From an optimization exercise on the open Yosys and OpenROAD flow, aimed at small area; shortcuts taken in it are not production practice. In this exercise RTL edits were held to simulation tests only and were not proved equivalent to the original. Power is estimated from default activity; no workload was simulated.

File: flow/config.mk
export PLATFORM = sky130hd
export DESIGN_NAME = pinode_rx
export DESIGN_NICKNAME = pinode_rx
export VERILOG_FILES = /design/flow/design.v
export SDC_FILE = /design/flow/constraint.sdc
export NUM_CORES = 4
export LEC_CHECK = 0
export CAP_MARGIN = 20
export CORE_MARGIN = 2
export CORE_UTILIZATION = 60
export SLEW_MARGIN = 20
File: flow/constraint.sdc
create_clock -name core_clock -period 10.0 [get_ports {clk}]
set_input_delay 2.0000 -clock core_clock [delete_from_list [all_inputs] [get_ports {clk}]]
set_output_delay 2.0000 -clock core_clock [all_outputs]
set_load 0.01 [all_outputs]
File: flow/design.v
module pinode_rx #(
    parameter MAX_SLOTS = 256
) (
    input  wire        clk,
    input  wire        rst,
    input  wire        start,
    input  wire        start_thumb,
    input  wire        stream_fail,
    output wire        busy,
    output wire        done,
    output wire [1:0]  result,
    output wire [1:0]  err,
    input  wire        rx_valid,
    input  wire [7:0]  rx_data,
    input  wire        rx_timeout,
    output wire        rx_ready,
    output wire        tx_valid,
    output reg  [7:0]  tx_data,
    input  wire        tx_ready,
    output reg         pl_valid,
    output reg  [7:0]  pl_data,
    output reg         ev_valid,
    output reg  [3:0]  ev_status,     
    output reg  [13:0] ev_index
);
    localparam ST_IDLE    = 5'b00000;
    localparam ST_AWAIT   = 5'b00001;    
    localparam ST_CLR     = 5'b00010;    
    localparam ST_COLLECT = 5'b00100;
    localparam ST_RSCAN   = 5'b00101;    
    localparam ST_RREAD   = 5'b00110;    
    localparam ST_FINAL   = 5'b00111;    
    localparam ST_D_OK    = 5'b01000;
    localparam ST_D_NOINF = 5'b01001;
    localparam ST_D_INC   = 5'b01010;
    localparam ST_D_STRM  = 5'b01011;
    localparam ST_RCONV   = 5'b01101;    
    localparam TX_SV      = 5'b10000;    
    localparam TX_NL_A    = 5'b10001;    
    localparam TX_E       = 5'b10010;    
    localparam TX_NL_E    = 5'b10011;    
    localparam TX_R       = 5'b10100;    
    localparam TX_H       = 5'b10101;    
    localparam TX_T       = 5'b10110;    
    localparam TX_U       = 5'b10111;    
    localparam TX_NL_R    = 5'b11100;    
    localparam RS_STORED     = 4'd1;
    localparam RS_INFO_OK    = 4'd2;
    localparam RS_TIMEOUT    = 4'd3;
    localparam RS_MALFORMED  = 4'd4;
    localparam RS_TOO_SHORT  = 4'd5;
    localparam RS_BAD_INDEX  = 4'd6;
    localparam RS_BAD_CKSUM  = 4'd7;
    localparam RS_WRONG_KIND = 4'd8;
    localparam RS_OUT_RANGE  = 4'd9;
    reg [4:0]   st;
    reg [8:0]   exp_count;   
    reg [8:0]   cnt;         
    reg [7:0]   head;        
    reg         wr_pend;     
    reg [MAX_SLOTS-1:0] ring;
    reg [7:0]   grp;         
    reg         pend_zero;
    reg         borrow;      
    reg [2:0]   rec_cnt;     
    reg [7:0]   hold;
    reg         kind_ok;
    reg         bad_dig;
    reg [7:0]   crc;         
    reg         in_range;    
    reg [3:0]   k;           
    reg         z1, z2, z3;  
    reg [1:0]   c;           
    assign done   = (st[4:2] == 3'b010);
    assign busy   = (st != ST_IDLE) && !done;
    assign err    = st[1:0];
    assign result = (st[1:0] == 2'd0) ? 2'd1 : 2'd2;
    assign tx_valid = st[4];
    wire rd_active    = !ev_valid && ((st == ST_AWAIT) ||
                        (!wr_pend && ((st == ST_COLLECT && cnt != exp_count) ||
                                      (st == ST_RREAD))));
    wire read_pending = rd_active && (k == 4'd15);
    assign rx_ready = read_pending;
    wire start_take   = start && !busy;
    wire take_fail    = busy && stream_fail;
    wire take_timeout = read_pending && rx_timeout && !stream_fail;
    wire take_byte    = read_pending && rx_valid && !rx_timeout && !stream_fail;
    wire take_delim   = take_byte && (rx_data == 8'h00);
    wire take_data    = take_byte && (rx_data != 8'h00);
    wire rd_end       = take_timeout || take_delim;
    wire is_code   = (grp[7:1] == 7'd0);
    wire dec_valid = take_data && (!is_code || (grp[0] && pend_zero));
    wire [7:0] dec_byte = is_code ? 8'h00 : rx_data;
    wire malformed = (grp != 8'd1);
    wire too_short = (rec_cnt != 3'd6);
    wire cksum_ok  = (crc == 8'd0);
    reg timed_out;   
    always @(*) begin
        if (timed_out)      ev_status = RS_TIMEOUT;
        else if (malformed) ev_status = RS_MALFORMED;
        else if (too_short) ev_status = RS_TOO_SHORT;
        else if (bad_dig)   ev_status = RS_BAD_INDEX;
        else if (!cksum_ok) ev_status = RS_BAD_CKSUM;
        else if (!kind_ok)  ev_status = RS_WRONG_KIND;
        else if (!in_range) ev_status = RS_OUT_RANGE;
        else if (st == ST_AWAIT) ev_status = RS_INFO_OK;
        else                ev_status = RS_STORED;
    end
    wire stored = ev_valid && (ev_status == RS_STORED);
    wire [7:0] target  = wr_pend ? ev_index[7:0] : cnt[7:0];
    wire       at_tgt  = (head == target);
    wire       set_now = wr_pend && at_tgt;
    wire       clr     = !st[2];
    wire       cur_bit = ring[MAX_SLOTS-1];
    always @(posedge clk) begin
        ring <= {ring[MAX_SLOTS-2:0], (cur_bit && !clr) || set_now};
        head <= start_take ? 8'd0 : {head[6:0], head[7] ^ head[5] ^ head[4] ^ head[3] ^ (head[6:0] == 7'd0)};
    end
    wire [3:0]  du = ev_index[3:0], dt = ev_index[7:4];
    wire [3:0]  dd_u = {du[3] | (du[2] & (du[1] | du[0])),
                        (du[2] & ~du[1] & ~du[0]) | (du[3] & ~du[1] & du[0]),
                        (~du[2] & du[1]) | (du[1] & du[0]) | (du[3] & ~du[0]),
                        (~du[3] & ~du[2] & du[0]) | (du[2] & du[1] & ~du[0]) | (du[3] & ~du[0])};
    wire [3:0]  dd_t = {dt[3] | (dt[2] & (dt[1] | dt[0])),
                        (dt[2] & ~dt[1] & ~dt[0]) | (dt[3] & ~dt[1] & dt[0]),
                        (~dt[2] & dt[1]) | (dt[1] & dt[0]) | (dt[3] & ~dt[0]),
                        (~dt[3] & ~dt[2] & dt[0]) | (dt[2] & dt[1] & ~dt[0]) | (dt[3] & ~dt[0])};
    wire        dd_bit = cnt[~k[2:0]];
    always @(*) begin
        case (st)
            TX_SV:   tx_data = exp_count[0] ? 8'h56 : 8'h53;
            TX_E:    tx_data = 8'h45;
            TX_R:    tx_data = 8'h52;
            TX_H:    tx_data = {6'b001100, ev_index[9:8]};
            TX_T:    tx_data = {4'h3, ev_index[7:4]};
            TX_U:    tx_data = {4'h3, ev_index[3:0]};
            default: tx_data = 8'h0A;
        endcase
    end
    wire       dig_byte  = (rec_cnt >= 3'd2) && (rec_cnt <= 3'd5);
    wire       first_dig = (rec_cnt == 3'd2);
    wire [3:0] k_last    = dig_byte ? 4'd13 : 4'd7;
    wire       dig_step  = dig_byte && (k != 4'd15);
    wire       crc_step  = !k[3];
    wire       crc_fb    = crc[7] ^ hold[~k[2:0]];
    wire       dig_bit   = (k[3:2] == 2'b00) && hold[k[1:0]];
    wire [2:0] ssum      = z1 + z3 + dig_bit + c;
    wire       lim_bit   = (st == ST_AWAIT) ? (k == 4'd0 || k == 4'd8)
                                            : (k <= 4'd8 && exp_count[k]);
    always @(posedge clk) begin
        if (take_data && is_code) begin
            grp       <= rx_data;
            pend_zero <= (rx_data != 8'hFF);
        end
        borrow <= take_data ? !is_code : borrow && !grp[0];
        if (crc_step)
            grp <= {grp[0] ^ borrow, grp[7:1]};
        if (dec_valid) begin
            hold <= dec_byte;
            case (rec_cnt)
                3'd0: kind_ok <= (st == ST_AWAIT) ? (dec_byte == 8'd0)
                                                  : (dec_byte == 8'd1 || dec_byte == 8'd2);
                3'd1: bad_dig <= (dec_byte > 8'd9);
                3'd2, 3'd3, 3'd4: bad_dig <= bad_dig || (dec_byte > 8'd9);
                default: ;
            endcase
            if (rec_cnt != 3'd6)
                rec_cnt <= rec_cnt + 3'd1;
        end
        k  <= (dec_valid || st == ST_RSCAN) ? 4'd0 :
              (k == k_last || k == 4'd15 || (!rd_active && st != ST_RCONV)) ? 4'd15 : k + 4'd1;
        z1 <= dig_step && !first_dig && ev_index[0];
        z2 <= dig_step && z1;
        z3 <= dig_step && z2;
        c  <= dig_step ? ssum[2:1] : 2'd0;
        if (dig_step)
            ev_index <= {ssum[0], ev_index[13:1]};
        if (dig_step && rec_cnt == 3'd5)
            in_range <= (!ssum[0] && lim_bit) || (!(ssum[0] ^ lim_bit) && in_range && k != 4'd0);
        if (crc_step)
            crc <= {crc[6:0], 1'b0} ^ (crc_fb ? 8'h07 : 8'h00);
        if (!rd_active) begin
            grp     <= 8'd0;
            rec_cnt <= 3'd0;
            crc     <= 8'd0;
        end
        pl_valid  <= dec_valid && (rec_cnt == 3'd6);
        pl_data   <= hold;
        timed_out <= take_timeout;
        if (st == ST_RCONV)
            ev_index[9:0] <= (k == 4'd0) ? {9'd0, dd_bit}
                                         : {ev_index[8], dd_t[3], dd_t[2:0], dd_u[3], dd_u[2:0], dd_bit};
    end
    always @(posedge clk) begin
        ev_valid <= 1'b0;
        if (rst) begin
            st <= ST_IDLE;
        end else begin
            ev_valid <= rd_end && !take_fail;
            if (set_now)
                wr_pend <= 1'b0;
            if (stored)
                wr_pend <= 1'b1;
            if (take_fail) begin
                st <= ST_D_STRM;
            end else begin
                case (st)
                    ST_IDLE, ST_D_OK, ST_D_NOINF, ST_D_INC, ST_D_STRM: begin
                        if (start) begin
                            exp_count <= {8'd0, start_thumb};
                            wr_pend   <= 1'b0;
                            st        <= TX_SV;
                        end
                    end
                    TX_SV:   if (tx_ready) st <= TX_NL_A;
                    TX_NL_A: if (tx_ready) st <= ST_AWAIT;
                    TX_E:    if (tx_ready) st <= TX_NL_E;
                    TX_NL_E: if (tx_ready) st <= ST_D_OK;
                    TX_R:    if (tx_ready) st <= (ev_index[9:8] != 2'd0) ? TX_H :
                                                 (ev_index[7:4] != 4'd0) ? TX_T : TX_U;
                    TX_H:    if (tx_ready) st <= TX_T;
                    TX_T:    if (tx_ready) st <= TX_U;
                    TX_U:    if (tx_ready) st <= TX_NL_R;
                    TX_NL_R: if (tx_ready) st <= ST_RREAD;
                    ST_AWAIT: begin
                        if (ev_valid) begin
                            if (ev_status == RS_INFO_OK) begin
                                exp_count <= ev_index[8:0];
                                st        <= ST_CLR;
                            end else begin
                                st <= ST_D_NOINF;
                            end
                        end
                    end
                    ST_CLR: begin
                        cnt <= 9'd0;
                        if (head == 8'h80)      
                            st <= ST_COLLECT;
                    end
                    ST_COLLECT: begin
                        if (ev_valid) begin
                            cnt <= cnt + 9'd1;
                        end else if (cnt == exp_count && !wr_pend) begin
                            cnt <= 9'd0;
                            st  <= ST_RSCAN;
                        end
                    end
                    ST_RSCAN: begin
                        if (!wr_pend) begin
                            if (cnt == exp_count) begin
                                cnt <= 9'd0;
                                st  <= ST_FINAL;
                            end else if (at_tgt) begin
                                if (cur_bit)
                                    cnt <= cnt + 9'd1;
                                else
                                    st <= ST_RCONV;
                            end
                        end
                    end
                    ST_RCONV: begin
                        if (k == 4'd7)
                            st <= TX_R;
                    end
                    ST_RREAD: begin
                        if (ev_valid) begin
                            cnt <= cnt + 9'd1;
                            st  <= ST_RSCAN;
                        end
                    end
                    ST_FINAL: begin
                        if (cnt == exp_count) begin
                            st <= TX_E;
                        end else if (at_tgt) begin
                            if (cur_bit)
                                cnt <= cnt + 9'd1;
                            else
                                st <= ST_D_INC;
                        end
                    end
                    default: st <= ST_IDLE;
                endcase
            end
        end
    end
endmodule
File: flow/flow/run.sh
#!/bin/bash
# Own flow: the standard layout (standard.sh) with three changes:
#  - synthesis maps the logic with an area-oriented ABC script
#    (flow/abc_area.script); registers are mapped exactly as in the
#    standard synthesis, since ABC only sees the combinational logic;
#  - port buffers use the smallest buffer;
#  - the clock tree uses clkbuf_8 leaf clusters and no dummy loads.
set -e
cp -r "$FLOW_HOME/scripts" ./scripts_local
cp flow/abc_area.script ./scripts_local/abc_speed.script
export SCRIPTS_DIR="$PWD/scripts_local"
export BUFFER_PORTS_ARGS="-buffer_cell sky130_fd_sc_hd__buf_1"
export CTS_ARGS="-sink_clustering_enable -repair_clock_nets -sink_clustering_size 18 -sink_clustering_max_diameter 60 -buf_list sky130_fd_sc_hd__clkbuf_8 -dont_use_dummy_load"
bash standard.sh > standard.log 2>&1
File: flow/flow/abc_area.script
&get -n
&st
&syn2
&dch -f
&nf -R 1000 -p
&st
&syn2
&dch -f
&nf -R 1000 -p
&st
&syn2
&dch -f
&nf -R 1000 -p
&put
File: flow/standard.sh
#!/bin/bash
# synth_recipe.tcl (not shown) runs the flow's synth.tcl, then flattens the netlist and writes it again
# the make line also repeats each setting of config.mk as NAME=value (left out here)
make -C /OpenROAD-flow-scripts/flow DESIGN_CONFIG=/design/flow/config.mk WORK_HOME=/design/flow/orfs CLKGATE_MAP_FILE= SYNTH_SCRIPT=/design/flow/synth_recipe.tcl "${@:-finish}"
==> flow_summary.ini, run 1 <==
[synthesis]
synth_area_sq_um = 10300
syn-num-nets = 828
synth.top_cell.area_share = 0.602
synthesis.instances = 799
synth_area_per_cell_sq_um = 12.9
ys_async_sr_fraction = 0
synth_seq_cells = 354
dominantRegCellSynth = sky130_fd_sc_hd__dfxtp_1
synth_top_cells_by_area = sky130_fd_sc_hd__dfxtp_1 60%, sky130_fd_sc_hd__edfxtp_1 13%, sky130_fd_sc_hd__nor2_1 2.6%
yosysUniqueCellTypes = 48
yosys.cell_count.top_type = sky130_fd_sc_hd__dfxtp_1
synth-seq-area-share = 0.734
edff_count_synth = 45
synth_area_leader_cell = sky130_fd_sc_hd__dfxtp_1
synth_commonest_cells = 309 x sky130_fd_sc_hd__dfxtp_1, 72 x sky130_fd_sc_hd__nor2_1, 48 x sky130_fd_sc_hd__nand2_1, 45 x sky130_fd_sc_hd__edfxtp_1, 42 x sky130_fd_sc_hd__a21oi_1
yosysWarnings = 1

[layout]
insertedDiodeCount = 0
finish.net_count = 912
layout-area-overhead-vs-synth_pct = 7.99
finalInstanceArea_sq_um = 11100
final_layout_size_suffix_gt1_frac = 0.0386

[route]
avgViaCountPerCell = 5.46
detailroute.via_count = 6016
final_antenna_net_count = 0
detail_route.drc_violations = 0
wl_per_cell_um = 17.1
drt_first_iter_violations = 510
drt_first_pass_iters = 6
route.final.wire_length_um = 18900

[critical_path]
worst_ep_arrival_time_ps = 3070
critical_path.endpoint_type = output pin
crit_path_launch_type = register
worst_ep_required_time_ps = 8000
critical_path_peak_fanout = 22
criticalPathCategory = register to output pin

[global_route]
antenna_found_initial = 0
grt_start_max_net_pins = 36
track_usage = 0.209
grt_pass1_vias = 5759
overflow_after_grt = 0
global_route_wire_length_before_repair_um = 30000

[pwr]
pwr-share-seq = 0.628
switching_share = 0.263
vdd_drop_max_mv = 0.173
total_switching_power_uw = 650
p_comb_frac = 0.131
clock_power_share = 0.241
leakage_uw = 0.00422
pwr_density_cell_nw_per_um2 = 223
power.internal_uw = 1820

[placement]
buffer_ports.inserted = 58
placedInstanceArea_sq_um = 10800
place_hpwl_um = 12800
dp_slack_ps = 5510
finalWeightedCongestion = 0.934

[timing]
clock_skew_ps = 44.8
fmaxAchievable_mhz = 197
rsz0062_at_grt = no
final_hold_viol_count = 0
max_slew_margin = 0.349
post_layout_min_period_ps = 5070
worstMarginPinSlew_ps = 976
total_of_endpoints_with_negative_setup_slack_in_the_final_report = 0
layout_worst_path_cycle_share = 0.507
fin_setup_tns_ps = 0
worst_slack_ps = 4930
timing.final.max_slew_violations = 0

[hold_path]
hold_path_class = register to register

[clock_tree]
clk-insertion-delay-late_ps = 550
clock_tree.buffer_depth = 3
post-cts-setup-buffers = 0
tritoncts.num_buffers = 24
htree_num_levels = 1
cts_root_buffer = sky130_fd_sc_hd__clkbuf_8
tritoncts = built
cts_resized = 0
cts.clk_slew.worst_paths_ps = 110
cts-hold-fix-buffers = 0
clock-sinks = 354

[floorplanning]
die_area_sq_um = 18200
row_count = 47
i_o_pins = 60
die_height_um = 135
design.core.area_sq_um = 16600
initial_utilization = 0.617
fp.dieW_um = 135

[outcome]
outcome = timing/DRC/antenna clean

[run]
drv_cap = 0
## cells by family (layout without fill, tap and decap cells)
group                      count (synthesis)  after routing  share of synthesized area
buffers and inverters                     24            106                    0.00986
AOI/OAI and AO/OA                        123            123                     0.0726
DFF                                      354            354                      0.734
xor gates and xnor gates                  26             26                     0.0222
other                                      1              1                   0.000365
muxes                                     28             28                     0.0358
and+or+nand+nor                          230            230                      0.108
adders and majority gates                 13             13                     0.0173
## power by group through the flow
stage	registers (uW)	logic (uW)	clock network, uW
floorplan	1570	229	0
global placement	1580	315	0
detailed placement	1580	319	0
CTS	1550	320	616
global route	1560	361	663
finish	1550	323	595
## flip-flops by register name, indices dropped and copies added (netlist names), 2 cells and up
name       cells
rec_cnt        3
hold           8
ev_index      14
st             5
crc            8
ring         256
head           8
grp            8
cnt            9
exp_count      9
pl_data        8
c              2
k              4
## area by class of cell
type                    count  area [sq um]
flip-flops and latches    354          7540
inverters                  21          78.8
repair buffers             61           238
well taps                 220           275
multi-input cells         421          2640
fillers                  1225          5550
clock buffers              24           330
## metal layers
layer / vias to the layer above / global-route usage / routed length [um]
met2: 210 / 0.329 / 8600
met5: - / 0 / 0
met3: 46 / 0.0327 / 1110
li1: 2915 / - / -
met4: 0 / 0.0743 / 556
met1: 2845 / 0.296 / 8610
## path summary, 6_finish.rpt
kind | from | to | slack, ps | cells after the start
setup / recovery | cnt[4] | rx_ready | 4930 | 7
hold / removal | ring[25] | ring[26] | 320 | 0
setup reg to reg | cnt[4] | rec_cnt[1] | 5990 | 12
hold reg to reg | ring[25] | ring[26] | 320 | 0
## layout by cell type (no fill, tap or decap), drive strengths merged, types with 7 or more instances in the layout
master  count
dfxtp     309
nor2       72
a21oi      42
and2       27
nand2      48
xnor2       9
a211oi     14
mux2i      21
nor3       16
buf        61
xor2       17
nand3      16
nand4      10
o21ai      36
ha         11
clkinv     21
clkbuf     24
mux4        7
and3        9
edfxtp     45
## critical path, stage by stage (launching register included)
cell	delay, ps
sky130_fd_sc_hd__edfxtp_1	520
sky130_fd_sc_hd__xor2_1	200
sky130_fd_sc_hd__nor4_1	270
sky130_fd_sc_hd__nand4_1	280
sky130_fd_sc_hd__nor2_1	210
sky130_fd_sc_hd__o22a_1	740
sky130_fd_sc_hd__nor2_1	140
sky130_fd_sc_hd__buf_1	170
## stage by stage
step	std cells	utilization	power (uW)	hold slack, ps
finish	1101	0.667	2470	320
global route	1101	0.667	2580	325
CTS	1101	0.667	2490	321
detailed placement	1077	0.647	1900	312
global placement	1076	0.647	1900	310
floorplan	799	-	1800	310
==> inputs of run 2 (changes only) <==
--- a/flow/flow/run.sh
+++ b/flow/flow/run.sh
@@ -11,4 +11,4 @@
 export SCRIPTS_DIR="$PWD/scripts_local"
 export BUFFER_PORTS_ARGS="-buffer_cell sky130_fd_sc_hd__buf_1"
-export CTS_ARGS="-sink_clustering_enable -repair_clock_nets -sink_clustering_size 18 -sink_clustering_max_diameter 60 -buf_list sky130_fd_sc_hd__clkbuf_8 -dont_use_dummy_load"
+export CTS_ARGS="-sink_clustering_enable -repair_clock_nets -sink_clustering_size 20 -sink_clustering_max_diameter 70 -buf_list sky130_fd_sc_hd__clkbuf_8 -dont_use_dummy_load"
 bash standard.sh > standard.log 2>&1
==> run 2 against run 1 <==
Register-to-register slack worse by 50 ps. Non-clock buffer count unchanged. Setup slack better by 12 ps. Largest power group unchanged. First-iteration DRC count grew 2.5%. Final area fell by 0.25%. Via count shrank 1.8%. Sequential power about the same. Clock power down 3.4%. Sequential share of layout area up 0.17 points. Critical path type unchanged.
==> flow_summary.ini, run 2 <==
[outcome]
outcome = timing/DRC/antenna clean

[placement]
buffer_ports.inserted = 58
finalWeightedCongestion = 0.934
place_inst = 1077
placedInstanceArea_sq_um = 10800
place_hpwl_um = 12800

[route]
detail_route.drc_violations = 0
wl_per_cell_um = 17.0
final_antenna_net_count = 0
drt_first_pass_iters = 5
detailroute.via_count = 5907
avgViaCountPerCell = 5.37
route.final.wire_length_um = 18700
drt_first_iter_violations = 523

[synthesis]
synth-seq-area-share = 0.734
yosysWarnings = 1
dominantRegCellSynth = sky130_fd_sc_hd__dfxtp_1
synth_area_per_cell_sq_um = 12.9
synth_area_leader_cell = sky130_fd_sc_hd__dfxtp_1
synth_top_cells_by_area = sky130_fd_sc_hd__dfxtp_1 60%, sky130_fd_sc_hd__edfxtp_1 13%, sky130_fd_sc_hd__nor2_1 2.6%
synth_commonest_cells = 309 x sky130_fd_sc_hd__dfxtp_1, 72 x sky130_fd_sc_hd__nor2_1, 48 x sky130_fd_sc_hd__nand2_1, 45 x sky130_fd_sc_hd__edfxtp_1, 42 x sky130_fd_sc_hd__a21oi_1
yosysUniqueCellTypes = 48
syn-num-nets = 828
synth_area_sq_um = 10300
ys_async_sr_fraction = 0
synth.top_cell.area_share = 0.602
edff_count_synth = 45
synthesis.instances = 799
yosys.cell_count.top_type = sky130_fd_sc_hd__dfxtp_1
synth_seq_cells = 354

[timing]
holdWs_ps = 329
layout_worst_path_cycle_share = 0.505
final_hold_viol_count = 0
clock_skew_ps = 81.8
max_slew_margin = 0.338
rsz0062_at_grt = no
worstMarginPinSlew_ps = 993
total_of_endpoints_with_negative_setup_slack_in_the_final_report = 0
fmaxAchievable_mhz = 198
post_layout_min_period_ps = 5050
timing.final.max_slew_violations = 0
fin_setup_tns_ps = 0

[floorplanning]
i_o_pins = 60
fp.dieW_um = 135
design.core.area_sq_um = 16600
row_count = 47
die_height_um = 135
initial_utilization = 0.617
die_area_sq_um = 18200

[layout]
instances_no_fill = 1099
regMostFlops = ring
finalInstanceArea_sq_um = 11100
top_regs = ring (256), ev_index (14)
n_fill_cell = 1224
insertedDiodeCount = 0
largest_register_ffs = 256
layout-area-overhead-vs-synth_pct = 7.72
finish.net_count = 910
most-common-layout-cells = 309 x sky130_fd_sc_hd__dfxtp_1, 72 x sky130_fd_sc_hd__nor2_1, 58 x sky130_fd_sc_hd__buf_1, 48 x sky130_fd_sc_hd__nand2_1, 45 x sky130_fd_sc_hd__edfxtp_1
final_layout_size_suffix_gt1_frac = 0.0364
mostFrequentLayoutCell = sky130_fd_sc_hd__dfxtp_1

[run]
drv_cap = 0

[clock_tree]
cts_resized = 0
tritoncts = built
clock_tree.buffer_depth = 3
post-cts-setup-buffers = 0
tritoncts.num_buffers = 22
clock-sinks = 354
htree_num_levels = 1
cts-hold-fix-buffers = 0
cts.clk_slew.worst_paths_ps = 120
cts_root_buffer = sky130_fd_sc_hd__clkbuf_8
clk-insertion-delay-late_ps = 560

[global_route]
track_usage = 0.208
antenna_found_initial = 0
grt_pass1_vias = 5753
overflow_after_grt = 0
grt_start_max_net_pins = 36
global_route_wire_length_before_repair_um = 29800

[hold_path]
hold_path_class = register to register
holdPathStages = 0
worst_hold_startpoint = ring[138]
hold_path_end = ring[139]

[pwr]
pwr_density_cell_nw_per_um2 = 221
vdd_drop_max_mv = 0.193
finalPower_uw = 2450
leakage_uw = 0.00420

[critical_path]
worst_ep_required_time_ps = 8000
crit_path_launch_type = register
r2r_slack_ps = 5940
critical_path_peak_fanout = 22
worst_r2r_startpoint = cnt[4]
criticalPathCategory = register to output pin
critical_path.endpoint_type = output pin
regToRegEndpoint = rec_cnt[1]
worstRegToRegCells = 12
worst_ep_arrival_time_ps = 3050
==> run 2: cell count changes in the layout (fill, tap and decap cells not counted), sizes merged <==
cell / before / now
clkbuf: 24 / 22
==> run 2: area by class of cell <==
cell class	instances	area, sq um	share of cell area
Sequential cell	354	7540	0.681
Clock buffer	22	303	0.0274
Tap cell	220	275	0.0249
Timing Repair Buffer	61	238	0.0215
Inverter	21	78.8	0.00712
Multi-Input combinational cell	421	2640	0.238
==> run 2: worst max-delay path by stage <==
stage	endpoint	slack (ps)	from
5_1_grt	rx_ready	4700	cnt[4]
2_1_floorplan	ev_status[0]	5950	st[0]
3_5_place_dp	rec_cnt[1]	5510	rx_data[6]
4_1_cts	rx_ready	4930	cnt[4]
6_report	rx_ready	4950	cnt[4]
3_3_place_gp	rx_ready	5600	cnt[4]
==> run 2: logic make-up (layout without fill, tap and decap cells) <==
| family | after synthesis | after routing | share of synthesized area |
|---|---|---|---|
| adder cells (fa/ha/maj) | 13 | 13 | 0.0173 |
| other | 1 | 1 | 0.000365 |
| XOR/XNOR | 26 | 26 | 0.0222 |
| AND/OR/NAND/NOR | 230 | 230 | 0.108 |
| flip-flops | 354 | 354 | 0.734 |
| buffers and inverters | 24 | 104 | 0.00986 |
| multiplexers | 28 | 28 | 0.0358 |
| AO/OA/AOI/OAI | 123 | 123 | 0.0726 |
==> run 2: critical path: stages (launching register included) <==
cell and delay, ps:
sky130_fd_sc_hd__edfxtp_1 520, sky130_fd_sc_hd__xor2_1 200, sky130_fd_sc_hd__nor4_1 270, sky130_fd_sc_hd__nand4_1 280, sky130_fd_sc_hd__nor2_1 210, sky130_fd_sc_hd__o22a_1 750
sky130_fd_sc_hd__nor2_1 140, sky130_fd_sc_hd__buf_1 170
==> run 2: routing by layer <==
metal / global-route usage / wire length (um)
met3: 0.0345 / 1050
met1: 0.294 / 8620
met4: 0.0713 / 530
met5: 0 / 0
met2: 0.327 / 8520
==> run 2: power breakdown <==
| group | total [uW] | switching (uW) | internal [uW] |
|---|---|---|---|
| clock network | 575 | 376 | 199 |
| registers | 1550 | 65.2 | 1490 |
| logic | 322 | 204 | 118 |
==> run 2: stage by stage <==
stage | setup slack [ps] | utilization
after global routing | 4700 | 0.665
after detailed placement | 5510 | 0.647
after floorplan | 5950 | -
final | 4950 | 0.665
after global placement | 5600 | 0.647
after CTS | 4930 | 0.665
==> inputs of run 3 (changes only) <==
--- a/flow/design.v
+++ b/flow/design.v
@@ -95,7 +95,6 @@
     wire too_short = (rec_cnt != 3'd6);
     wire cksum_ok  = (crc == 8'd0);
-    reg timed_out;   
     always @(*) begin
-        if (timed_out)      ev_status = RS_TIMEOUT;
+        if (rec_cnt == 3'd7) ev_status = RS_TIMEOUT;
         else if (malformed) ev_status = RS_MALFORMED;
         else if (too_short) ev_status = RS_TOO_SHORT;
@@ -180,4 +179,6 @@
         if (crc_step)
             crc <= {crc[6:0], 1'b0} ^ (crc_fb ? 8'h07 : 8'h00);
+        if (take_timeout)
+            rec_cnt <= 3'd7;
         if (!rd_active) begin
             grp     <= 8'd0;
@@ -187,5 +188,4 @@
         pl_valid  <= dec_valid && (rec_cnt == 3'd6);
         pl_data   <= hold;
-        timed_out <= take_timeout;
         if (st == ST_RCONV)
             ev_index[9:0] <= (k == 4'd0) ? {9'd0, dd_bit}
==> run 3 against run 2 <==
Highest routed layer unchanged. Maximum frequency increased by 0.60%. Non-clock buffer count decreased by 1. Clock skew fell by 13 ps. Setup slack better by 30 ps.
==> flow_summary.ini, run 3 <==
[timing]
total_of_endpoints_with_negative_setup_slack_in_the_final_report = 0
clock_skew_ps = 69.2
worstMarginPinSlew_ps = 1080
fin_setup_tns_ps = 0
post_layout_min_period_ps = 5020
timing.final.max_slew_violations = 0
max_slew_margin = 0.276
fmaxAchievable_mhz = 199
layout_worst_path_cycle_share = 0.502
final_hold_viol_count = 0
holdWs_ps = 290
rsz0062_at_grt = no

[clock_tree]
clk-insertion-delay-late_ps = 560
htree_num_levels = 1
cts_resized = 0
post-cts-setup-buffers = 0
cts.clk_slew.worst_paths_ps = 120
cts_root_buffer = sky130_fd_sc_hd__clkbuf_8
tritoncts.num_buffers = 22
clock-sinks = 353
tritoncts = built
cts-hold-fix-buffers = 0
clock_tree.buffer_depth = 3

[critical_path]
r2r_slack_ps = 6270
worst_r2r_startpoint = st[0]
worst_ep_arrival_time_ps = 3020
critical_path_peak_fanout = 21
path_delay_family = simple AND/OR/NAND/NOR gates
criticalPathCategory = register to output pin
worstRegToRegCells = 14
crit_path_top_delay_cell = sky130_fd_sc_hd__dfxtp_1
critical_path.endpoint_type = output pin
crit_buf_inv = 2
worst_ep_required_time_ps = 8000
cp_cell_sequence = nor2_1 -> nand2_1 -> nor3_1 -> nand2_1 -> a21oi_1 -> o21bai_1 -> buf_4 -> nor2_1 -> buf_1
regToRegEndpoint = rec_cnt[0]
crit_path_max_incr_delay_ps = 540
crit_path_launch_type = register

[placement]
finalWeightedCongestion = 0.948
place_hpwl_um = 13700
placedInstanceArea_sq_um = 10700
buffer_ports.inserted = 58

[pwr]
vdd_drop_max_mv = 0.190
pwr_density_cell_nw_per_um2 = 221
leakage_uw = 0.00418

[global_route]
track_usage = 0.222
antenna_found_initial = 0
global_route_wire_length_before_repair_um = 31700
grt_pass1_vias = 5958
overflow_after_grt = 0
grt_start_max_net_pins = 33

[route]
final_antenna_net_count = 0
detailroute.via_count = 6135
detail_route.drc_violations = 0
avgViaCountPerCell = 5.51
route.final.wire_length_um = 19700
drt_first_pass_iters = 5
wl_per_cell_um = 17.7
drt_first_iter_violations = 335

[floorplanning]
die_height_um = 135
fp.dieW_um = 135
i_o_pins = 60
initial_utilization = 0.616
design.core.area_sq_um = 16600
row_count = 47
die_area_sq_um = 18200

[synthesis]
synth_commonest_cells = 308 x sky130_fd_sc_hd__dfxtp_1, 62 x sky130_fd_sc_hd__nand2_1, 62 x sky130_fd_sc_hd__nor2_1, 45 x sky130_fd_sc_hd__edfxtp_1, 44 x sky130_fd_sc_hd__a21oi_1
synth_seq_cells = 353
synthesis.instances = 814
ys_async_sr_fraction = 0
synth.top_cell.area_share = 0.601
synth_area_leader_cell = sky130_fd_sc_hd__dfxtp_1
yosysUniqueCellTypes = 50
synth-seq-area-share = 0.733
yosysWarnings = 1
dominantRegCellSynth = sky130_fd_sc_hd__dfxtp_1
edff_count_synth = 45
synth_area_per_cell_sq_um = 12.6
synth_area_sq_um = 10300
yosys.cell_count.top_type = sky130_fd_sc_hd__dfxtp_1
synth_top_cells_by_area = sky130_fd_sc_hd__dfxtp_1 60%, sky130_fd_sc_hd__edfxtp_1 13%, sky130_fd_sc_hd__nand2_1 2.3%
syn-num-nets = 844

[hold_path]
worst_hold_startpoint = ring[157]
holdPathStages = 0
hold_path_end = ring[158]
hold_path_class = register to register

[outcome]
outcome = timing/DRC/antenna clean

[layout]
finish.utilization = 0.664
mostFrequentLayoutCell = sky130_fd_sc_hd__dfxtp_1
finish.net_count = 925
largest_register_ffs = 256
regMostFlops = ring
most-common-layout-cells = 308 x sky130_fd_sc_hd__dfxtp_1, 62 x sky130_fd_sc_hd__nor2_1, 62 x sky130_fd_sc_hd__nand2_1, 58 x sky130_fd_sc_hd__buf_1, 45 x sky130_fd_sc_hd__edfxtp_1
layout-area-overhead-vs-synth_pct = 7.80
finalInstanceArea_sq_um = 11100
insertedDiodeCount = 0
final_layout_size_suffix_gt1_frac = 0.0291
top_regs = ring (256), ev_index (14)

[run]
drv_cap = 0
## run 3: cell count changes in the layout (fill, tap and decap cells not counted), moves of 4 or more
cell	before	now
sky130_fd_sc_hd__a211oi_1	14	10
sky130_fd_sc_hd__a31oi_1	2	8
sky130_fd_sc_hd__and3_1	9	4
sky130_fd_sc_hd__mux4_2	7	0
sky130_fd_sc_hd__nand2_1	48	62
sky130_fd_sc_hd__nor2_1	72	62
sky130_fd_sc_hd__nor4_1	6	10
sky130_fd_sc_hd__o221ai_1	0	5
sky130_fd_sc_hd__o22ai_1	1	7
## run 3: how the worst max path moves through the flow
stage	startpoint	end	cells past startpoint
final	st[0]	rx_ready	9
after global routing	st[0]	rx_ready	9
after CTS	st[0]	rx_ready	6
after detailed placement	st[1]	rx_ready	7
after global placement	st[0]	rx_ready	6
after floorplan	cnt[5]	rx_ready	7
## run 3: area by class of cell
cell class,instances,area (sq um)
Timing Repair Buffer,60,233
Tap cell,220,275
Multi-Input combinational cell,438,2650
Fill cell,1236,5590
Inverter,20,75.1
Sequential cell,353,7520
Clock buffer,22,303
## run 3: through the flow
| step | setup slack, ps | std cells | power, uW |
|---|---|---|---|
| 2_1_floorplan | 5690 | 814 | 1780 |
| 3_3_place_gp | 5550 | 1091 | 1890 |
| 3_5_place_dp | 5440 | 1091 | 1900 |
| 4_1_cts | 4840 | 1113 | 2460 |
| 5_1_grt | 4710 | 1113 | 2550 |
| 6_report | 4980 | 1113 | 2450 |
## run 3: metal layers
layer / track usage / up-vias / routed length, um
li1: - / 2982 / -
met4: 0.0614 / 0 / 497
met5: 0 / - / 0
met3: 0.0450 / 39 / 1180
met1: 0.312 / 2926 / 8960
met2: 0.356 / 188 / 9030
## run 3: cells by family after synthesis
| kind of cell | synth area share |
|---|---|
| and+or+nand+nor | 0.108 |
| AOI/OAI and AO/OA | 0.0871 |
| adders and majority gates | 0.0185 |
| muxes | 0.0205 |
| buffers and inverters | 0.00951 |
| xor gates and xnor gates | 0.0231 |
| DFF | 0.733 |
| other | 0.000366 |
## run 3: power by group
group / internal [uW] / switching (uW) / leakage, uW
clock network: 199 / 380 / 0.000158
registers: 1480 / 75.3 / 0.00290
logic: 114 / 197 / 0.00112
total: 1800 / 652 / 0.00418
==> inputs of run 4 (changes only) <==
--- a/flow/flow/run.sh
+++ b/flow/flow/run.sh
@@ -11,4 +11,4 @@
 export SCRIPTS_DIR="$PWD/scripts_local"
 export BUFFER_PORTS_ARGS="-buffer_cell sky130_fd_sc_hd__buf_1"
-export CTS_ARGS="-sink_clustering_enable -repair_clock_nets -sink_clustering_size 20 -sink_clustering_max_diameter 70 -buf_list sky130_fd_sc_hd__clkbuf_8 -dont_use_dummy_load"
+export CTS_ARGS="-sink_clustering_enable -repair_clock_nets -sink_clustering_size 18 -sink_clustering_max_diameter 60 -buf_list "sky130_fd_sc_hd__buf_6" -dont_use_dummy_load"
 bash standard.sh > standard.log 2>&1
==> run 4 against run 3 <==
Still clean. Synthesized cell count stayed put. Global-route usage hardly changed. Combinational power about the same. Die area unchanged. Sequential power about the same. Final cell count grew 0.18%. Power fell by 0.20%. Hold slack improved by 21 ps. First-iteration DRC count increased by 1.2%.
==> flow_summary.ini, run 4 <==
[outcome]
outcome = timing/DRC/antenna clean

[layout]
regMostFlops = ring
most-common-layout-cells = 308 x sky130_fd_sc_hd__dfxtp_1, 62 x sky130_fd_sc_hd__nor2_1, 62 x sky130_fd_sc_hd__nand2_1, 58 x sky130_fd_sc_hd__buf_1, 45 x sky130_fd_sc_hd__edfxtp_1
n_fill_cell = 1245
finish.net_count = 927
top_regs = ring (256), ev_index (14)
mostFrequentLayoutCell = sky130_fd_sc_hd__dfxtp_1
final_layout_size_suffix_gt1_frac = 0.0313
layout-area-overhead-vs-synth_pct = 7.48
finalInstanceArea_sq_um = 11000
largest_register_ffs = 256
insertedDiodeCount = 0

[synthesis]
dominantRegCellSynth = sky130_fd_sc_hd__dfxtp_1
yosysUniqueCellTypes = 50
synth_top_family_by_area = simple AND/OR/NAND/NOR gates
synth.mux.area_fraction = 0.0205
edff_count_synth = 45
synth_area_leader_cell = sky130_fd_sc_hd__dfxtp_1
synth_top_cells_by_area = sky130_fd_sc_hd__dfxtp_1 60%, sky130_fd_sc_hd__edfxtp_1 13%, sky130_fd_sc_hd__nand2_1 2.3%
synth_commonest_cells = 308 x sky130_fd_sc_hd__dfxtp_1, 62 x sky130_fd_sc_hd__nand2_1, 62 x sky130_fd_sc_hd__nor2_1, 45 x sky130_fd_sc_hd__edfxtp_1, 44 x sky130_fd_sc_hd__a21oi_1
yosys.cell_count.top_type = sky130_fd_sc_hd__dfxtp_1
synthesis.instances = 814
synth-seq-area-share = 0.733
ys_async_sr_fraction = 0
synth_area_sq_um = 10300
syn-num-nets = 844
synth_area_per_cell_sq_um = 12.6
synthXorXnorAreaFrac = 0.0231
synth_compound_area_frac = 0.0871
synth.top_cell.area_share = 0.601
synth_seq_cells = 353
synth-simple-area-share = 0.108
yosysWarnings = 1
synth_fa_ha_area_frac = 0.0185

[timing]
max_slew_margin = 0.275
clock_skew_ps = 64.5
fin_setup_tns_ps = 0
rsz0062_at_grt = no
total_of_endpoints_with_negative_setup_slack_in_the_final_report = 0
final_hold_viol_count = 0
post_layout_min_period_ps = 4930
timing.final.max_slew_violations = 0
layout_worst_path_cycle_share = 0.493
fmaxAchievable_mhz = 203
worstMarginPinSlew_ps = 1080

[critical_path]
worst_ep_required_time_ps = 8000
path_delay_family = simple AND/OR/NAND/NOR gates
worstSetupPathDepth = 9
critical_path_peak_fanout = 21
worstRegToRegCells = 14
crit_path_top_delay_cell = sky130_fd_sc_hd__dfxtp_1
criticalPathCategory = register to output pin
crit_path_max_incr_delay_ps = 540
critical_path.endpoint_type = output pin
crit_path_launch_type = register
crit_buf_inv = 2
cp_cell_sequence = nor2_1 -> nand2_1 -> nor3_1 -> nand2_1 -> a21oi_1 -> o21bai_1 -> buf_4 -> nor2_1 -> buf_1
worst_ep_arrival_time_ps = 2930

[route]
drt_first_iter_violations = 339
final_antenna_net_count = 0
detailroute.via_count = 6142
route.final.wire_length_um = 19700
avgViaCountPerCell = 5.51
drt_first_pass_iters = 5
detail_route.drc_violations = 0
wl_per_cell_um = 17.7

[global_route]
grt_util_met2 = 0.354
global_route_wire_length_before_repair_um = 31800
overflow_after_grt = 0
grt_pass1_vias = 5956
met3_capacity_usage_during_global_routing = 0.0428
track_usage = 0.223
antenna_found_initial = 0
grt-busiest-layer = met2
gr-usage-met1 = 0.313
grt_start_max_net_pins = 33

[pwr]
total_switching_power_uw = 660
finalPower_uw = 2440
pwr_density_cell_nw_per_um2 = 222
vdd_drop_max_mv = 0.175
power.internal_uw = 1780
switching_share = 0.270
pwr-share-seq = 0.638
leakage_uw = 0.00417
p_comb_frac = 0.127
clock_power_share = 0.235

[floorplanning]
fp.dieW_um = 135
die_height_um = 135
i_o_pins = 60
design.core.area_sq_um = 16600
row_count = 47
initial_utilization = 0.616
die_area_sq_um = 18200

[clock_tree]
cts.clk_slew.worst_paths_ps = 110
cts_root_buffer = sky130_fd_sc_hd__buf_6
clock-sinks = 353
cts_resized = 0
cts-hold-fix-buffers = 0
htree_num_levels = 1
tritoncts = built
tritoncts.num_buffers = 24
clock_tree.buffer_depth = 3
clk-insertion-delay-late_ps = 500
post-cts-setup-buffers = 0

[hold_path]
hold_path_class = register to register
holdPathStages = 0

[placement]
buffer_ports.inserted = 58
placedInstanceArea_sq_um = 10700
finalWeightedCongestion = 0.948
place_hpwl_um = 13700

[run]
drv_cap = 0
## run 4: final cells by class
class	instances	area, sq um	area share
clock buffers	24	270	0.0245
inverters	20	75.1	0.00681
well taps	220	275	0.0250
repair buffers	60	233	0.0211
multi-input cells	438	2650	0.241
flip-flops and latches	353	7520	0.682
## run 4: kinds of logic after synthesis
family                     after synthesis
AOI/OAI and AO/OA                      144
xor gates and xnor gates                27
adders and majority gates               14
buffers and inverters                   23
DFF                                    353
muxes                                   21
other                                    1
and+or+nand+nor                        231
## run 4: layer usage
metal  vias to the layer above  share of wire
li1                       2984              -
met1                      2939           0.46
met2                       185           0.46
met3                        34          0.057
met4                         0          0.021
met5                         -              0
## run 4: worst paths after layout
kind                     start         end  slack [ps]
setup / recovery         st[0]    rx_ready        5070
hold / removal       ring[148]   ring[149]         310
setup reg to reg  exp_count[0]  rec_cnt[1]        6320
hold reg to reg      ring[148]   ring[149]         310
## run 4: worst reg2reg max path, stage by stage (launching register included)
cell and delay, ps:
sky130_fd_sc_hd__edfxtp_1 510, sky130_fd_sc_hd__xor2_1 220, sky130_fd_sc_hd__nor4_1 260, sky130_fd_sc_hd__nand4_1 340, sky130_fd_sc_hd__nand2_1 150, sky130_fd_sc_hd__a21oi_1 80
sky130_fd_sc_hd__o21bai_1 180, sky130_fd_sc_hd__buf_4 280, sky130_fd_sc_hd__nor2_1 120, sky130_fd_sc_hd__nand4_1 170, sky130_fd_sc_hd__or2_0 350, sky130_fd_sc_hd__clkinv_1 400
sky130_fd_sc_hd__nand2_1 250, sky130_fd_sc_hd__mux2i_1 200, sky130_fd_sc_hd__a21oi_1 80
## run 4: power groups by stage
stage	logic (uW)	clock network [uW]	registers [uW]
2_1_floorplan	217	0	1570
3_3_place_gp	305	0	1590
3_5_place_dp	308	0	1590
4_1_cts	309	594	1560
5_1_grt	344	643	1570
6_report	311	574	1560
## run 4: metrics by stage
stage	utilization	hold WS, ps	setup slack [ps]	instances
after floorplan	-	310	5690	814
after global routing	0.662	313	4800	1115
after CTS	0.662	306	4930	1115
final	0.662	311	5070	1115
after detailed placement	0.646	312	5440	1091
after global placement	0.646	310	5550	1091
==> inputs of run 5 (changes only) <==
--- a/flow/flow/run.sh
+++ b/flow/flow/run.sh
@@ -11,4 +11,4 @@
 export SCRIPTS_DIR="$PWD/scripts_local"
 export BUFFER_PORTS_ARGS="-buffer_cell sky130_fd_sc_hd__buf_1"
-export CTS_ARGS="-sink_clustering_enable -repair_clock_nets -sink_clustering_size 18 -sink_clustering_max_diameter 60 -buf_list "sky130_fd_sc_hd__buf_6" -dont_use_dummy_load"
+export CTS_ARGS="-sink_clustering_enable -repair_clock_nets -sink_clustering_size 30 -sink_clustering_max_diameter 70 -buf_list "sky130_fd_sc_hd__buf_12" -dont_use_dummy_load"
 bash standard.sh > standard.log 2>&1
==> run 5 against run 4 <==
Largest power group unchanged. First-iteration DRC count up 5.3%. Critical endpoint unchanged. Final area increased by 0.64%. Critical path type unchanged. Power up 3.9%.
==> flow_summary.ini, run 5 <==
[critical_path]
critical_path.endpoint_type = output pin
critical_path_peak_fanout = 21
worst_r2r_startpoint = cnt[7]
criticalPathCategory = register to output pin
crit_path_launch_type = register
r2r_slack_ps = 6350
worst_ep_arrival_time_ps = 2870
worstRegToRegCells = 14
regToRegEndpoint = rec_cnt[1]
worst_ep_required_time_ps = 8000

[synthesis]
yosys.cell_count.top_type = sky130_fd_sc_hd__dfxtp_1
synth_area_per_cell_sq_um = 12.6
yosysUniqueCellTypes = 50
synth_top_cells_by_area = sky130_fd_sc_hd__dfxtp_1 60%, sky130_fd_sc_hd__edfxtp_1 13%, sky130_fd_sc_hd__nand2_1 2.3%
dominantRegCellSynth = sky130_fd_sc_hd__dfxtp_1
synth_area_leader_cell = sky130_fd_sc_hd__dfxtp_1
synth-seq-area-share = 0.733
yosysWarnings = 1
syn-num-nets = 844
synth.top_cell.area_share = 0.601
synth_seq_cells = 353
synth_commonest_cells = 308 x sky130_fd_sc_hd__dfxtp_1, 62 x sky130_fd_sc_hd__nand2_1, 62 x sky130_fd_sc_hd__nor2_1, 45 x sky130_fd_sc_hd__edfxtp_1, 44 x sky130_fd_sc_hd__a21oi_1
edff_count_synth = 45
synth_area_sq_um = 10300
ys_async_sr_fraction = 0
synthesis.instances = 814

[layout]
final_layout_size_suffix_gt1_frac = 0.0236
finish.net_count = 920
largest_register_ffs = 256
layout-area-overhead-vs-synth_pct = 8.16
regMostFlops = ring
most-common-layout-cells = 308 x sky130_fd_sc_hd__dfxtp_1, 62 x sky130_fd_sc_hd__nor2_1, 62 x sky130_fd_sc_hd__nand2_1, 58 x sky130_fd_sc_hd__buf_1, 45 x sky130_fd_sc_hd__edfxtp_1
insertedDiodeCount = 0
top_regs = ring (256), ev_index (14)
mostFrequentLayoutCell = sky130_fd_sc_hd__dfxtp_1

[timing]
timing.final.max_slew_violations = 0
clock_skew_ps = 67.9
holdWs_ps = 271
fmaxAchievable_mhz = 205
rsz0062_at_grt = no
post_layout_min_period_ps = 4870
total_of_endpoints_with_negative_setup_slack_in_the_final_report = 0
final_hold_viol_count = 0
max_slew_margin = 0.251
layout_worst_path_cycle_share = 0.487
worstMarginPinSlew_ps = 1120
fin_setup_tns_ps = 0

[hold_path]
hold_path_end = ring[140]
holdPathStages = 0
worst_hold_startpoint = ring[139]
hold_path_class = register to register

[clock_tree]
clock-sinks = 353
htree_num_levels = 1
clk-insertion-delay-late_ps = 440
cts_resized = 0
clock_tree.buffer_depth = 3
tritoncts.num_buffers = 17
post-cts-setup-buffers = 0
cts-hold-fix-buffers = 0
tritoncts = built
cts.clk_slew.worst_paths_ps = 110
cts_root_buffer = sky130_fd_sc_hd__buf_12

[route]
route.final.wire_length_um = 20200
drt_first_iter_violations = 357
avgViaCountPerCell = 5.54
final_antenna_net_count = 0
wl_per_cell_um = 18.2
detailroute.via_count = 6138
detail_route.drc_violations = 0
drt_first_pass_iters = 5

[outcome]
outcome = timing/DRC/antenna clean

[global_route]
grt_start_max_net_pins = 33
global_route_wire_length_before_repair_um = 32300
track_usage = 0.227
grt_pass1_vias = 5978
overflow_after_grt = 0
antenna_found_initial = 0

[floorplanning]
design.core.area_sq_um = 16600
die_height_um = 135
fp.dieW_um = 135
initial_utilization = 0.616
row_count = 47
die_area_sq_um = 18200
i_o_pins = 60

[pwr]
p_comb_frac = 0.122
power.internal_uw = 1860
clock_power_share = 0.264
vdd_drop_max_mv = 0.218
leakage_uw = 0.00418
total_switching_power_uw = 674
switching_share = 0.266
finalPower_uw = 2540
pwr_density_cell_nw_per_um2 = 229
pwr-share-seq = 0.614

[placement]
place_hpwl_um = 13700
finalWeightedCongestion = 0.948
buffer_ports.inserted = 58

[run]
drv_cap = 0
run 5: cell count changes in the layout (fill, tap and decap cells not counted):
cell and change:
sky130_fd_sc_hd__buf_12 +17, sky130_fd_sc_hd__buf_6 -24
run 5: power by group through the flow:
stage          logic, uW  clock network [uW]  registers, uW
6_report             310                 670           1560
5_1_grt              343                 731           1570
4_1_cts              308                 685           1560
3_5_place_dp         308                   0           1590
3_3_place_gp         305                   0           1590
2_1_floorplan        217                   0           1570
run 5: final cells by class:
class	count	area, sq um
fillers	1217	5550
inverters	20	75.1
clock buffers	17	340
well taps	220	275
flip-flops and latches	353	7520
repair buffers	60	233
multi-input cells	438	2650
run 5: critical path, cell delays in order (launching register included):
cell and delay, ps:
sky130_fd_sc_hd__dfxtp_1 540, sky130_fd_sc_hd__nor2_1 490, sky130_fd_sc_hd__nand2_1 140, sky130_fd_sc_hd__nor3_1 290
sky130_fd_sc_hd__nand2_1 100, sky130_fd_sc_hd__a21oi_1 180, sky130_fd_sc_hd__o21bai_1 90, sky130_fd_sc_hd__buf_4 240
sky130_fd_sc_hd__nor2_1 200, sky130_fd_sc_hd__buf_1 190
run 5: cell families after synthesis:
group                      after synthesis  synth area share
muxes                                   21            0.0205
and+or+nand+nor                        231             0.108
buffers and inverters                   23           0.00951
xor gates and xnor gates                27            0.0231
AOI/OAI and AO/OA                      144            0.0871
DFF                                    353             0.733
other                                    1          0.000366
adders and majority gates               14            0.0185
run 5: worst max-delay path by stage:
stage               cells after the start  slack [ps]        to  startpoint
floorplan                               7        5690  rx_ready      cnt[5]
global placement                        6        5550  rx_ready       st[0]
detailed placement                      7        5440  rx_ready       st[1]
CTS                                     6        5000  rx_ready       st[0]
global route                            9        4880  rx_ready       st[0]
finish                                  9        5130  rx_ready       st[0]
run 5: per-stage QoR:
stage          setup WS (ps)  cells   util  area (sq um)
6_report                5130   1108  0.667         11100
5_1_grt                 4880   1108  0.667         11100
4_1_cts                 5000   1108  0.666         11100
3_5_place_dp            5440   1091  0.646         10700
3_3_place_gp            5550   1091  0.646         10700
2_1_floorplan           5690    814      -         10300
run 5: per-layer routing:
metal  global-route usage  wire [um]  up-vias
li1                     -          -     2970
met1                0.319       9250     2953
met4               0.0620        456        0
met2                0.366       9350      176
met5                    0          0        -
met3               0.0390       1110       39
==> inputs of run 6 (changes only) <==
==> flow/flow/run.sh (replaced) <==
#!/bin/bash
# Own flow: the standard layout (standard.sh) with three changes:
#  - synthesis maps the logic with an area-oriented ABC script
#    (flow/abc_area.script); registers are mapped exactly as in the
#    standard synthesis, since ABC only sees the combinational logic;
#  - port buffers use the smallest buffer;
#  - the clock tree uses buf_6 buffers in clusters of up to 18 flip-flops
#    and no dummy loads.
set -e
cp -r "$FLOW_HOME/scripts" ./scripts_local
cp flow/abc_area.script ./scripts_local/abc_speed.script
export SCRIPTS_DIR="$PWD/scripts_local"
export BUFFER_PORTS_ARGS="-buffer_cell sky130_fd_sc_hd__buf_1"
export CTS_ARGS="-sink_clustering_enable -repair_clock_nets -sink_clustering_size 18 -sink_clustering_max_diameter 60 -buf_list sky130_fd_sc_hd__buf_6 -dont_use_dummy_load"
bash standard.sh > standard.log 2>&1
--- a/flow/config.mk
+++ b/flow/config.mk
@@ -9,3 +9,4 @@
 export CORE_MARGIN = 2
 export CORE_UTILIZATION = 60
+export PLACE_DENSITY = 0.75
 export SLEW_MARGIN = 20
==> run 6 against run 5 <==
Count of clock-buffer cells in the layout up 8. Still clean. Die area unchanged. Highest routed layer unchanged. First-iteration DRC count down 18%. Global-route usage down 0.38 points. Synthesized area unchanged. Setup slack worse by 210 ps. Critical endpoint unchanged. Clock skew up 5.0 ps. Hold slack better by 26 ps. Utilization down 0.32 points.
==> flow_summary.ini, run 6 <==
[pwr]
pwr_density_cell_nw_per_um2 = 223
finalPower_uw = 2460
vdd_drop_max_mv = 0.169
leakage_uw = 0.00417

[critical_path]
worst_ep_arrival_time_ps = 3080
critical_path_peak_fanout = 21
r2r_slack_ps = 6200
criticalPathCategory = register to output pin
regToRegEndpoint = exp_count[0]
timing.critical_path.from = st[0]
worst_ep_required_time_ps = 8000
worst_r2r_startpoint = st[0]
setup.worst_path.end = rx_ready
worstRegToRegCells = 9
critical_path.endpoint_type = output pin
crit_path_launch_type = register

[clock_tree]
clock-sinks = 353
cts_resized = 0
tritoncts.num_buffers = 25
post-cts-setup-buffers = 0
cts.clk_slew.worst_paths_ps = 110
cts-hold-fix-buffers = 0
clock_tree.buffer_depth = 3
htree_num_levels = 1
cts_root_buffer = sky130_fd_sc_hd__buf_6
tritoncts = built
clk-insertion-delay-late_ps = 520

[synthesis]
synth_top_family_by_area = simple AND/OR/NAND/NOR gates
dominantRegCellSynth = sky130_fd_sc_hd__dfxtp_1
synthesis.instances = 814
synth.top_cell.area_share = 0.601
synth_seq_cells = 353
synth_area_leader_cell = sky130_fd_sc_hd__dfxtp_1
synth_commonest_cells = 308 x sky130_fd_sc_hd__dfxtp_1, 62 x sky130_fd_sc_hd__nand2_1, 62 x sky130_fd_sc_hd__nor2_1, 45 x sky130_fd_sc_hd__edfxtp_1, 44 x sky130_fd_sc_hd__a21oi_1
synth-seq-area-share = 0.733
edff_count_synth = 45
yosysUniqueCellTypes = 50
synth-simple-area-share = 0.108
synth_area_per_cell_sq_um = 12.6
ys_async_sr_fraction = 0
synth.mux.area_fraction = 0.0205
synthXorXnorAreaFrac = 0.0231
synth_compound_area_frac = 0.0871
synth_area_sq_um = 10300
yosys.cell_count.top_type = sky130_fd_sc_hd__dfxtp_1
syn-num-nets = 844
yosysWarnings = 1
synth_fa_ha_area_frac = 0.0185
synth_top_cells_by_area = sky130_fd_sc_hd__dfxtp_1 60%, sky130_fd_sc_hd__edfxtp_1 13%, sky130_fd_sc_hd__nand2_1 2.3%

[placement]
finalWeightedCongestion = 0.882
buffer_ports.inserted = 58
place_hpwl_um = 13500

[layout]
layout-area-overhead-vs-synth_pct = 7.64
top_regs = ring (256), ev_index (14)
regMostFlops = ring
largest_register_ffs = 256
n_fill_cell = 1229
finish.net_count = 927
insertedDiodeCount = 0
mostFrequentLayoutCell = sky130_fd_sc_hd__dfxtp_1
final_layout_size_suffix_gt1_frac = 0.0313
most-common-layout-cells = 308 x sky130_fd_sc_hd__dfxtp_1, 62 x sky130_fd_sc_hd__nor2_1, 62 x sky130_fd_sc_hd__nand2_1, 58 x sky130_fd_sc_hd__buf_1, 45 x sky130_fd_sc_hd__edfxtp_1

[route]
drt_first_iter_violations = 293
drt_first_pass_iters = 5
avgViaCountPerCell = 5.47
wl_per_cell_um = 17.7
route.final.wire_length_um = 19700
final_antenna_net_count = 0
detailroute.via_count = 6103
detail_route.drc_violations = 0

[floorplanning]
fp.dieW_um = 135
initial_utilization = 0.616
die_height_um = 135
i_o_pins = 60
die_area_sq_um = 18200
design.core.area_sq_um = 16600
row_count = 47

[timing]
rsz0062_at_grt = no
post_layout_min_period_ps = 5080
layout_worst_path_cycle_share = 0.508
max_slew_margin = 0.312
fin_setup_tns_ps = 0
holdWs_ps = 297
clock_skew_ps = 72.9
final_hold_viol_count = 0
timing.final.max_slew_violations = 0
worstMarginPinSlew_ps = 1020
fmaxAchievable_mhz = 197
total_of_endpoints_with_negative_setup_slack_in_the_final_report = 0

[run]
drv_cap = 0

[outcome]
outcome = timing/DRC/antenna clean

[global_route]
grt_start_max_net_pins = 33
overflow_after_grt = 0
grt_pass1_vias = 5940
global_route_wire_length_before_repair_um = 31900
antenna_found_initial = 0
track_usage = 0.223

[hold_path]
hold_path_class = register to register
[run 6: cell counts after synthesis]
No cell type changed its count.
[run 6: cells by family (layout without fill, tap and decap cells)]
logic type,Yosys count,in the layout
AO/OA/AOI/OAI,144,144
flip-flops,353,353
buffers and inverters,23,104
adder cells (fa/ha/maj),14,14
AND/OR/NAND/NOR,231,231
other,1,1
multiplexers,21,21
XOR/XNOR,27,27
[run 6: per-layer routing]
layer  part of all wire  track usage  up-vias
met5                  0            0        -
met4              0.036       0.0895        0
met2               0.45        0.343      171
li1                   -            -     2986
met3              0.046       0.0372       42
met1               0.47        0.318     2904
[run 6: area by class of cell]
| class | count | area, sq um | area share |
|---|---|---|---|
| Clock buffer | 25 | 282 | 0.0255 |
| Inverter | 20 | 75.1 | 0.00680 |
| Multi-Input combinational cell | 438 | 2670 | 0.242 |
| Sequential cell | 353 | 7520 | 0.681 |
| Tap cell | 220 | 275 | 0.0249 |
| Timing Repair Buffer | 59 | 225 | 0.0204 |
[run 6: stage by stage]
step                cells  setup WS [ps]  instance area (sq um)   util
floorplan             814           5690                  10300      -
global placement     1090           5570                  10700  0.645
detailed placement   1090           5440                  10700  0.645
CTS                  1115           4920                  11000  0.662
global route         1115           4620                  11000  0.663
finish               1115           4920                  11000  0.663
[run 6: worst min path at each step]
stage | start | end | cells after the start
3_3_place_gp | ring[174] | ring[175] | 0
5_1_grt | ring[135] | ring[136] | 0
2_1_floorplan | ring[99] | ring[100] | 0
4_1_cts | ring[135] | ring[136] | 0
6_report | ring[135] | ring[136] | 0
3_5_place_dp | ring[53] | ring[54] | 0
[run 6: critical path, cell delays in order (launching register included)]
cell and delay [ps]:
sky130_fd_sc_hd__dfxtp_1 750, sky130_fd_sc_hd__nand2_1 130, sky130_fd_sc_hd__nor3_1 810, sky130_fd_sc_hd__o21bai_1 220, sky130_fd_sc_hd__buf_4 260, sky130_fd_sc_hd__nor2_1 230, sky130_fd_sc_hd__buf_1 190
[run 6: where the power goes]
part | switching, uW | internal, uW | leakage (uW)
registers | 73.8 | 1480 | 0.00290
clock network | 391 | 193 | 0.000151
logic | 203 | 113 | 0.00112
total | 667 | 1790 | 0.00417
==> inputs of run 7 (changes only) <==
--- a/flow/config.mk
+++ b/flow/config.mk
@@ -9,4 +9,3 @@
 export CORE_MARGIN = 2
 export CORE_UTILIZATION = 60
-export PLACE_DENSITY = 0.75
 export SLEW_MARGIN = 20
==> run 7 against run 6 <==
Still clean. Final cell count is the same. Final area decreased by 0.15%. Register-to-register slack improved by 120 ps. Clock power is 2% lower. First-iteration DRC count grew 16%. Synthesized cell count did not move.
==> flow_summary.ini, run 7 <==
[outcome]
outcome = timing/DRC/antenna clean

[layout]
largest_register_ffs = 256
regMostFlops = ring
seqCellArea_sq_um = 7520
most-common-layout-cells = 308 x sky130_fd_sc_hd__dfxtp_1, 62 x sky130_fd_sc_hd__nor2_1, 62 x sky130_fd_sc_hd__nand2_1, 58 x sky130_fd_sc_hd__buf_1, 45 x sky130_fd_sc_hd__edfxtp_1
finish.net_count = 927
n_fill_cell = 1245
finish.utilization = 0.662
multi_input_comb_area_sq_um = 2650
top_regs = ring (256), ev_index (14)
layout-area-overhead-vs-synth_pct = 7.48
final_layout_size_suffix_gt1_frac = 0.0313
insertedDiodeCount = 0
mostFrequentLayoutCell = sky130_fd_sc_hd__dfxtp_1
finalInstanceArea_sq_um = 11000

[pwr]
finalPower_uw = 2440
leakage_uw = 0.00417
vdd_drop_max_mv = 0.175
pwr_density_cell_nw_per_um2 = 222

[synthesis]
synth_commonest_cells = 308 x sky130_fd_sc_hd__dfxtp_1, 62 x sky130_fd_sc_hd__nand2_1, 62 x sky130_fd_sc_hd__nor2_1, 45 x sky130_fd_sc_hd__edfxtp_1, 44 x sky130_fd_sc_hd__a21oi_1
synth_top_cells_by_area = sky130_fd_sc_hd__dfxtp_1 60%, sky130_fd_sc_hd__edfxtp_1 13%, sky130_fd_sc_hd__nand2_1 2.3%
synthXorXnorAreaFrac = 0.0231
yosys.cell_count.top_type = sky130_fd_sc_hd__dfxtp_1
synth_area_sq_um = 10300
synth_fa_ha_area_frac = 0.0185
dominantRegCellSynth = sky130_fd_sc_hd__dfxtp_1
yosysWarnings = 1
yosysUniqueCellTypes = 50
synth_area_per_cell_sq_um = 12.6
synth_seq_cells = 353
synth-simple-area-share = 0.108
synth_compound_area_frac = 0.0871
edff_count_synth = 45
synthesis.instances = 814
synth_top_family_by_area = simple AND/OR/NAND/NOR gates
syn-num-nets = 844
synth_area_leader_cell = sky130_fd_sc_hd__dfxtp_1
synth.top_cell.area_share = 0.601
ys_async_sr_fraction = 0
synth.mux.area_fraction = 0.0205
synth-seq-area-share = 0.733

[placement]
placedInstanceArea_sq_um = 10700
place_hpwl_um = 13700
buffer_ports.inserted = 58
finalWeightedCongestion = 0.948
dp_slack_ps = 5440

[timing]
total_of_endpoints_with_negative_setup_slack_in_the_final_report = 0
max_slew_margin = 0.275
fmaxAchievable_mhz = 203
final_hold_viol_count = 0
timing.final.max_slew_violations = 0
rsz0062_at_grt = no
worstMarginPinSlew_ps = 1080
fin_setup_tns_ps = 0
layout_worst_path_cycle_share = 0.493
clock_skew_ps = 64.5
post_layout_min_period_ps = 4930
worst_slack_ps = 5070

[critical_path]
crit_buf_inv = 2
worst_ep_arrival_time_ps = 2930
path_delay_family = simple AND/OR/NAND/NOR gates
crit_path_top_delay_cell = sky130_fd_sc_hd__dfxtp_1
crit_path_max_incr_delay_ps = 540
critical_path.endpoint_type = output pin
crit_path_launch_type = register
critical_path_peak_fanout = 21
worst_ep_required_time_ps = 8000
cp_cell_sequence = nor2_1 -> nand2_1 -> nor3_1 -> nand2_1 -> a21oi_1 -> o21bai_1 -> buf_4 -> nor2_1 -> buf_1
criticalPathCategory = register to output pin

[route]
avgViaCountPerCell = 5.51
drt_first_pass_iters = 5
final_antenna_net_count = 0
detail_route.drc_violations = 0
detailroute.via_count = 6142
route.final.wire_length_um = 19700
drt_first_iter_violations = 339
wl_per_cell_um = 17.7

[clock_tree]
clock-sinks = 353
clock_tree.buffer_depth = 3
htree_num_levels = 1
cts.clk_slew.worst_paths_ps = 110
clk-insertion-delay-late_ps = 500
tritoncts = built
post-cts-setup-buffers = 0
cts_resized = 0
tritoncts.num_buffers = 24
cts_root_buffer = sky130_fd_sc_hd__buf_6
cts-hold-fix-buffers = 0

[floorplanning]
die_area_sq_um = 18200
i_o_pins = 60
fp.dieW_um = 135
design.core.area_sq_um = 16600
die_height_um = 135
initial_utilization = 0.616
row_count = 47

[global_route]
global_route_wire_length_before_repair_um = 31800
antenna_found_initial = 0
overflow_after_grt = 0
grt_pass1_vias = 5956
track_usage = 0.223
grt_start_max_net_pins = 33

[hold_path]
hold_path_class = register to register

[run]
drv_cap = 0
## run 7: cell counts after synthesis
Identical to the previous run, type by type.
## run 7: logic make-up (layout without fill, tap and decap cells)
kind of cell	Yosys count	count (layout)
xor+xnor	27	27
compound gates	144	144
fa+ha+maj	14	14
simple gates	231	231
flops	353	353
mux	21	21
buf+inv	23	104
other cells	1	1
## run 7: power breakdown
| part | total [uW] | internal, uW | switching, uW |
|---|---|---|---|
| Clock | 574 | 186 | 387 |
| Combinational | 311 | 114 | 197 |
| Sequential | 1560 | 1480 | 75.4 |
| Total | 2440 | 1780 | 660 |
## run 7: through the flow
step / std cells / hold slack (ps)
after CTS: 1115 / 306
after global routing: 1115 / 313
final: 1115 / 311
after global placement: 1091 / 310
after floorplan: 814 / 310
after detailed placement: 1091 / 312
## run 7: cell type report
class / instances / area share
timing repair buffer: 60 / 0.0211
clock buffer: 24 / 0.0245
inverter: 20 / 0.00681
sequential: 353 / 0.682
tap: 220 / 0.0250
multi-input combinational: 438 / 0.241
## run 7: per-layer routing
metal | routed length [um] | part of all wire | vias up | global-route usage
li1 | - | - | 2984 | -
met1 | 9100 | 0.46 | 2939 | 0.313
met2 | 9050 | 0.46 | 185 | 0.354
met4 | 421 | 0.021 | 0 | 0.0690
met3 | 1120 | 0.057 | 34 | 0.0428
met5 | 0 | 0 | - | 0
## run 7: path summary, 6_finish.rpt
kind | startpoint | to | slack (ps) | cells past startpoint
setup / recovery | st[0] | rx_ready | 5070 | 9
hold / removal | ring[148] | ring[149] | 310 | 0
hold reg to reg | ring[148] | ring[149] | 310 | 0
setup reg to reg | exp_count[0] | rec_cnt[1] | 6320 | 14

[static timing again, ports no longer ideal]
How much do the figures lean on ideal ports? The routed layouts below were timed once more, with nothing changed but the port constraints. Step 1 (the two cells are an assumption about what drives the block):
set clk [get_ports {clk}]
set_driving_cell -lib_cell sky130_fd_sc_hd__clkbuf_16 $clk
set_driving_cell -lib_cell sky130_fd_sc_hd__buf_2 [delete_from_list [all_inputs] $clk]
Step 2 moves the port delays by t, midway between the first and last clock arrival at a register: inputs arrive t later, outputs are due t later. That takes back most of the time a late clock gives input paths. Slacks: ideal ports / drivers / drivers and shift; pairs: ideal ports / drivers.
| run | t, ns | slack for setup (ns) | worst hold slack (ns) | clock arrival spread, ns |
|---|---|---|---|---|
| run 1 | 0.565 | 4.934 / 4.894 / 5.459 | 0.320 / 0.320 / 0.320 | 0.045 / 0.046 |
| run 2 | 0.561 | 4.945 / 4.906 / 5.446 | 0.329 / 0.329 / 0.329 | 0.082 / 0.082 |
| run 3 | 0.569 | 4.976 / 4.936 / 5.505 | 0.290 / 0.290 / 0.290 | 0.070 / 0.070 |
| run 4 | 0.512 | 5.068 / 5.025 / 5.537 | 0.311 / 0.311 / 0.311 | 0.065 / 0.065 |
| run 5 | 0.455 | 5.131 / 5.085 / 5.540 | 0.271 / 0.271 / 0.271 | 0.069 / 0.068 |
| run 6 | 0.518 | 4.924 / 4.884 / 5.403 | 0.297 / 0.297 / 0.297 | 0.073 / 0.073 |
| run 7 | 0.512 | 5.068 / 5.025 / 5.537 | 0.311 / 0.311 / 0.311 | 0.065 / 0.065 |
After both steps every run listed still meets setup and hold.
